Background: an optimization exercise with open tools, aiming at small area, a short achievable clock period and few clock cycles. Do not read the settings as production practice. Function not checked in this run: the RTL went through the layout flow alone.

===== flow/constraint.sdc =====
create_clock -name core_clock -period 6.0 [get_ports {clk}]
set_input_delay 1.2000 -clock core_clock [delete_from_list [all_inputs] [get_ports {clk}]]
set_output_delay 1.2000 -clock core_clock [all_outputs]
set_load 0.01 [all_outputs]

===== flow/design.v =====
module css_t1 (
    input  wire [7:0] a,
    output wire [7:0] t1
);
    wire x07 = a[7] ^ (a[5] | a[4]);
    wire x11 = a[1] & a[0];
    wire x12 = a[2] ^ x11;
    wire x14 = a[6] ^ (a[5] & a[4]);
    wire x18 = a[3] ^ x11;
    wire x21 = a[5] & ~a[4];
    assign t1[0] = ~x18;
    assign t1[1] = ~x14;
    assign t1[2] = (~a[5] | (t1[0] & (~a[6] | a[4]))) & (a[6] | x18 | x21);
    assign t1[3] = (a[3] | x14) ^ (a[1] & (~a[0] | x14));
    assign t1[4] = ~x12;
    assign t1[5] = ~x07;
    assign t1[6] = (a[2] | x07) ^ (a[0] & (~a[1] | x07));
    assign t1[7] = (t1[4] | a[7] | x21) & (~a[7] | ~a[5] | a[4]) & (a[4] | x12);
endmodule
module css_disckey (
    input  wire        clk,
    input  wire        rst,         
    input  wire        start,
    output wire        ready,
    output wire [8:0]  slot_addr,
    input  wire [39:0] slot_data,
    output wire        done,
    output wire        found,
    output wire [39:0] disc_key
);
    localparam [1279:0] KP_TAB = 1280'hC985DA13626BF1DB5663A5B5A3AE092279EC53373F778388A9209BC08D5C1C12CFA149390EA2674FD038EC929FFD6175842BCF01E6D05A3EDBE73B1FDEFAC8EA98C4B14502F5FE9AE8E9B01031C31F3F5248FF48B23AD3FA398318D688ECDD43BCF216F31C52DA6B5B5E3A6E419A617244435F35692B93BBC260697E737E664D329BCC76D6E1B2E8F56232AB58F3EAC78C62643323029C3A1F276770874CAF34;
    reg         busy;
    reg  [8:0]  addr_r;       
    reg         pres_val;     
    reg         pres_bub;     
    reg  [4:0]  pidx;         
    reg         s0_ver, s0_val, s0_bub, s0_last;
    reg         v1, l1, v2, l2, v3, l3;
    reg         done_r, found_r;
    reg  [39:0] vc;           
    reg  [39:0] r1;           
    reg  [39:0] r2;           
    reg  [39:0] r3k;          
    reg  [39:0] r3c;          
    wire [39:0] kp = s0_ver ? 40'd0 : KP_TAB[40*pidx +: 40];
    wire [39:0] e = slot_data;
    wire [39:0] te;
    genvar g;
    generate
        for (g = 0; g < 5; g = g + 1) begin : g_t1e
            css_t1 u (.a(e[8*g +: 8]), .t1(te[8*g +: 8]));
        end
    endgenerate
    wire [39:0] d1;
    assign d1[39:8] = kp[39:8] ^ te[39:8] ^ e[31:0];
    assign d1[7:0]  = kp[7:0] ^ te[7:0] ^ d1[39:32];
    wire [39:0] td;
    generate
        for (g = 0; g < 5; g = g + 1) begin : g_t1d
            css_t1 u (.a(r1[8*g +: 8]), .t1(td[8*g +: 8]));
        end
    endgenerate
    wire [39:0] cand = kp ^ td ^ {r1[31:0], 8'd0};
    wire [39:0] kc;
    css_ks u_ks (.ck(r2), .k(kc));
    wire [39:0] dv;
    assign dv[39:8] = r3k[39:8] ^ vc[39:8];
    assign dv[7:0]  = r3k[7:0] ^ r3k[39:32] ^ vc[7:0];
    wire [39:0] tv;
    generate
        for (g = 0; g < 5; g = g + 1) begin : g_t1v
            css_t1 u (.a(dv[8*g +: 8]), .t1(tv[8*g +: 8]));
        end
    endgenerate
    wire [39:0] want = r3k ^ {dv[31:0], 8'd0} ^ r3c;    
    wire        hit  = v3 && (tv == want);
    always @(posedge clk) begin
        r1  <= d1;
        r2  <= cand;
        r3k <= kc;
        if (!hit) r3c <= r2;
        if (s0_ver) vc <= d1;
    end
    always @(posedge clk) begin
        if (rst) begin
            busy     <= 1'b0;
            addr_r   <= 9'd0;
            pres_val <= 1'b0;
            pres_bub <= 1'b0;
            pidx     <= 5'd0;
            s0_ver   <= 1'b0;
            s0_val   <= 1'b0;
            s0_bub   <= 1'b0;
            s0_last  <= 1'b0;
            v1 <= 1'b0; l1 <= 1'b0;
            v2 <= 1'b0; l2 <= 1'b0;
            v3 <= 1'b0; l3 <= 1'b0;
            done_r   <= 1'b0;
            found_r  <= 1'b0;
        end else begin
            done_r  <= 1'b0;
            s0_ver  <= 1'b0;
            s0_val  <= pres_val;
            s0_bub  <= pres_bub;
            s0_last <= pres_val && (addr_r == 9'd408) && (pidx == 5'd31);
            v1 <= s0_val; l1 <= s0_last;
            v2 <= v1;     l2 <= l1;
            v3 <= v2;     l3 <= l2;
            if (s0_bub) pidx <= pidx + 5'd1;
            if (pres_val) begin
                if (addr_r == 9'd408) begin
                    pres_val <= 1'b0;
                    pres_bub <= (pidx != 5'd31);
                end else begin
                    addr_r <= addr_r + 9'd1;
                end
            end else if (pres_bub) begin
                pres_bub <= 1'b0;
                pres_val <= 1'b1;
                addr_r   <= 9'd1;
            end
            if (!busy) begin
                if (start) begin
                    busy     <= 1'b1;
                    s0_ver   <= 1'b1;
                    pres_val <= 1'b1;
                    pres_bub <= 1'b0;
                    addr_r   <= 9'd1;
                    pidx     <= 5'd0;
                end
            end else if (hit || (v3 && l3)) begin
                busy     <= 1'b0;
                done_r   <= 1'b1;
                found_r  <= hit;
                addr_r   <= 9'd0;
                pres_val <= 1'b0;
                pres_bub <= 1'b0;
                s0_val   <= 1'b0;
                s0_bub   <= 1'b0;
                s0_last  <= 1'b0;
                v1 <= 1'b0; v2 <= 1'b0; v3 <= 1'b0;
                l1 <= 1'b0; l2 <= 1'b0; l3 <= 1'b0;
            end
        end
    end
    assign ready     = !busy;
    assign slot_addr = addr_r;
    assign done      = done_r;
    assign found     = found_r;
    assign disc_key  = r3c;
endmodule
module css_ks (
    input  wire [39:0] ck,
    output wire [39:0] k
);
    function [7:0] rev8(input [7:0] b);
        integer j;
        begin
            for (j = 0; j < 8; j = j + 1)
                rev8[j] = b[7-j];
        end
    endfunction
    function [7:0] t23(input [7:0] hi, input [2:0] lo);
        begin
            t23 = hi ^ (hi >> 3) ^ (hi >> 6)
                ^ {lo[2], lo[1], lo[0], lo[2], lo[1], lo[0], lo[2], lo[1]};
        end
    endfunction
    wire [24:0] raw = {ck[39:32], ck[31:24], ck[23:19], 1'b1, ck[18:16]};
    reg  [31:0] l0;
    reg  [8:0]  lo;
    reg  [7:0]  hi, o1, o0;
    reg  [39:0] a, b;
    integer i, j;
    always @(*) begin
        l0 = 32'd0;
        for (j = 0; j < 25; j = j + 1)
            l0[31-j] = raw[j];
        lo = {1'b1, ck[7:0]};
        hi = ck[15:8];
        a  = 40'd0;
        b  = 40'd0;
        for (i = 0; i < 5; i = i + 1) begin
            o1 = t23(hi, lo[2:0]);
            hi = lo[8:1];
            lo = {lo[0], o1};
            o0 = l0[26:19] ^ l0[18:11] ^ l0[17:10] ^ l0[14:7];
            l0 = {o0, l0[31:8]};
            a[8*i +: 8] = o0;
            b[8*i +: 8] = rev8(o1);
        end
    end
    assign k = a + b;
endmodule

===== flow/config.mk =====
export PLATFORM = sky130hd
export DESIGN_NAME = css_disckey
export DESIGN_NICKNAME = css_disckey
export VERILOG_FILES = /design/flow/design.v
export SDC_FILE = /design/flow/constraint.sdc
export NUM_CORES = 4
export LEC_CHECK = 0
export CAP_MARGIN = 20
export CORE_MARGIN = 2
export CORE_UTILIZATION = 40
export PLACE_DENSITY = 0.6
export SLEW_MARGIN = 20

===== flow/run.sh =====
#!/bin/bash
# synth_recipe.tcl (not shown) runs the flow's synth.tcl, then flattens the netlist and writes it again
# the make line also repeats each setting of config.mk as NAME=value (left out here)
make -C /OpenROAD-flow-scripts/flow DESIGN_CONFIG=/design/flow/config.mk WORK_HOME=/design/flow/orfs CLKGATE_MAP_FILE= SYNTH_SCRIPT=/design/flow/synth_recipe.tcl finish

==> flow_summary.json <==
{
  "synth_nets": 2011,
  "netlist_area_um2": 17100,
  "min_path_type": "register to register",
  "die_area_um2": 44300,
  "port_buffers": 94,
  "tns_ns": 0,
  "grt_usage_pct": 27.9,
  "crit_fanout": 5,
  "place.gp.congestion": 0.978,
  "fmax_mhz": 200,
  "cts-buffers-inserted": 26,
  "clkTransAtPathRegs_ns": 0.07,
  "rsz0062_at_grt": "no",
  "routed_wirelength_um": 62700,
  "die_y_um": 211,
  "critPathCaptureType": "register",
  "slew-limit-headroom_pct": 26.2,
  "worstSetupStartpointType": "register",
  "yosys.area.top_type": "xnor2_1",
  "period_needed_ns": 5.00,
  "cpMaxStageDelayCell": "o41ai_1",
  "cp_data_required_time_ns": 6.42,
  "max_cap_viol_count": 0,
  "synth.area.top_cells": "xnor2_1 (21%), dfxtp_1 (17%), edfxtp_1 (14%)",
  "yosysWarnings": 2,
  "final_common_cell": "xnor2_1",
  "period_share_pct": 83.3,
  "tightest_slew_ns": 1.10,
  "ys_ff_latch": 229,
  "syn_to_final_growth_pct": 14.3,
  "finClkSkew_ns": 0.0132,
  "clk_latency_ns": 0.54,
  "vias": 14600,
  "cts_hold_buf": 0,
  "grt_max_degree": 74,
  "layout.nets": 2101,
  "cts_setup_buffers": 0,
  "floorplan.initialDensity_pct": 40.6,
  "cts_resized": 0,
  "postSynthAreaPerCell_um2": 8.91,
  "synth-seq-area-share_pct": 31.5,
  "grt-ovfl-total": 0,
  "drive_gt1_share_pct": 5.18,
  "cp_common_cell": "xnor2_1",
  "cts.sinks": 229,
  "ios": 95,
  "coreArea_um2": 42000,
  "antenna_found_initial": 0,
  "clock_path_buffers": 3,
  "vias_per_cell": 5.70,
  "crit_chain": "xnor2_1 -> xnor2_1 -> xnor2_1 -> xnor2_1 -> xor2_1 -> xnor2_1 -> inv_1 -> ha_1 -> and3_1 -> and2_1 -> a221oi_1 -> nor2_1 -> a211oi_1 -> a21boi_1 -> o41ai_1 -> o21ai_0 -> xnor2_1",
  "criticalPathCategory": "register to register",
  "slew_viol_final": 0,
  "drc_errors": 0,
  "ant_nets": 0,
  "synth-async-reset-ratio_pct": 0,
  "diodes": 0,
  "die_w_um": 211,
  "cpPeakStageDelay_ns": 0.79,
  "dp_hpwl_um": 52000,
  "grt_pass1_vias": 13900,
  "cp.arrival_ns": 5.42,
  "cts_tree": "yes",
  "htreeDepth": 1,
  "setup_violations": 0,
  "drt-wirelength-per-cell_um": 24.4,
  "root_buffer": "clkbuf_16",
  "grt_pass1_wl_um": 91200,
  "whs_ns": 0.446,
  "synth-edff-count": 80,
  "dr.pass1.iters": 5,
  "status": "finished clean",
  "hold_violations": 0,
  "ys_types": 84,
  "netlist.area_leader.share_pct": 21.2,
  "num_rows": 75,
  "drt-initial-drc-count": 1297,
  "postSynthCellCount": 1916,
  "mostFrequentLayoutCells": "xnor2_1 (413), dfxtp_1 (145), nand2_1 (139)",
  "synth_flop_cell": "dfxtp_1"
}
## state kept, by name, indices dropped and copies added (netlist names), 5 cells and up
signal,count
r3k,40
r3c,40
r1,40
r2,40
pidx,5
vc,40
addr_r,9
## logic make-up (layout without fill, tap and decap cells)
logic type	after synthesis	count (layout)	share of synthesized area (%)
xor gates and xnor gates	572	572	30.8
adders and majority gates	52	52	3.81
and+or+nand+nor	472	472	13.4
AOI/OAI and AO/OA	444	444	16.5
buffers and inverters	131	241	2.89
muxes	16	16	1.03
DFF	229	229	31.5
## cell usage after synthesis, drive strengths merged (12+ instances only)
library cell	instances
nor2	131
nand2	140
clkbuf	41
buf	12
o22ai	21
nor2b	12
a211oi	30
nand4	15
a31oi	13
a21o	26
edfxtp	80
o211ai	12
xnor2	416
nor3	44
and3	17
mux2i	12
nor4	24
a21oi	137
xor2	142
ha	52
o21ai	99
nand3	31
dfxtp	149
xnor3	13
a21boi	12
inv	77
## worst paths after layout
path / startpoint / end / slack (ns) / cells after the start
setup / recovery: r2[1]$_DFF_P_ / r3k[34]$_DFF_P_ / 1.00 / 17
hold / removal: l1$_SDFF_PP0_ / l2$_SDFF_PP0_ / 0.45 / 1
setup reg to reg: r2[1]$_DFF_P_ / r3k[34]$_DFF_P_ / 1.00 / 17
hold reg to reg: l1$_SDFF_PP0_ / l2$_SDFF_PP0_ / 0.45 / 1
## per-layer routing
metal | global-route usage, % | vias to the layer above | share of wire (%)
met5 | 0 | - | 0
li1 | - | 6913 | -
met3 | 3.22 | 143 | 5.2
met2 | 47.9 | 583 | 48
met4 | 11.4 | 0 | 4.8
met1 | 35.5 | 6985 | 42
## area by class of cell
cell class                 count  area [um2]
clock buffer                  36         761
clock inverter                12         105
fill                        4048       22500
tap                          539         674
inverter                      78         293
timing repair buffer         115        1100
sequential                   229        5390
multi-input combinational   1556       11200
## stage by stage
step	utilization [%]	area (um2)	cells	worst slack (ns)
floorplan	-	17100	1916	1.90
global placement	44.4	18700	2517	1.12
detailed placement	44.4	18700	2517	1.07
CTS	46.4	19500	2565	1.03
global route	46.4	19500	2565	0.580
finish	46.4	19500	2565	1.00
## worst max-delay path: cells and delay by family (launching register included)
| family | cells | cell delay [ns] |
|---|---|---|
| XOR/XNOR | 7 | 1.84 |
| adder cells (fa/ha/maj) | 1 | 0.36 |
| AND/OR/NAND/NOR | 3 | 0.44 |
| buffers and inverters | 1 | 0.09 |
| AO/OA/AOI/OAI | 5 | 1.77 |
| flip-flops | 1 | 0.38 |

-- static timing again, ports no longer ideal --
No port has a modelled driver above. Below, the same layout with a new extraction and two added sets of constraints.
Step 1: set_driving_cell puts a clkbuf_16 on clk and a buf_2 on each other input, an assumption about the parent block.
Step 2 also shifts input and output timing later by t, the mid clock arrival at the registers, as if the neighbouring blocks saw the same clock.
a / b / c = no drivers / after step 1 / after step 2; a / b = the first two.
t (ns): 0.588
slack for setup (ns): 1.003 / 1.003 / 1.003
slew at the worst register clock pin (ns): 0.07 / 0.07
worst data-port slew with drivers (ns): 0.05
After both steps setup and hold are still met in this run. The setup slack of this run moves by 0.000 ns with the drivers and by 0.000 ns with both steps.
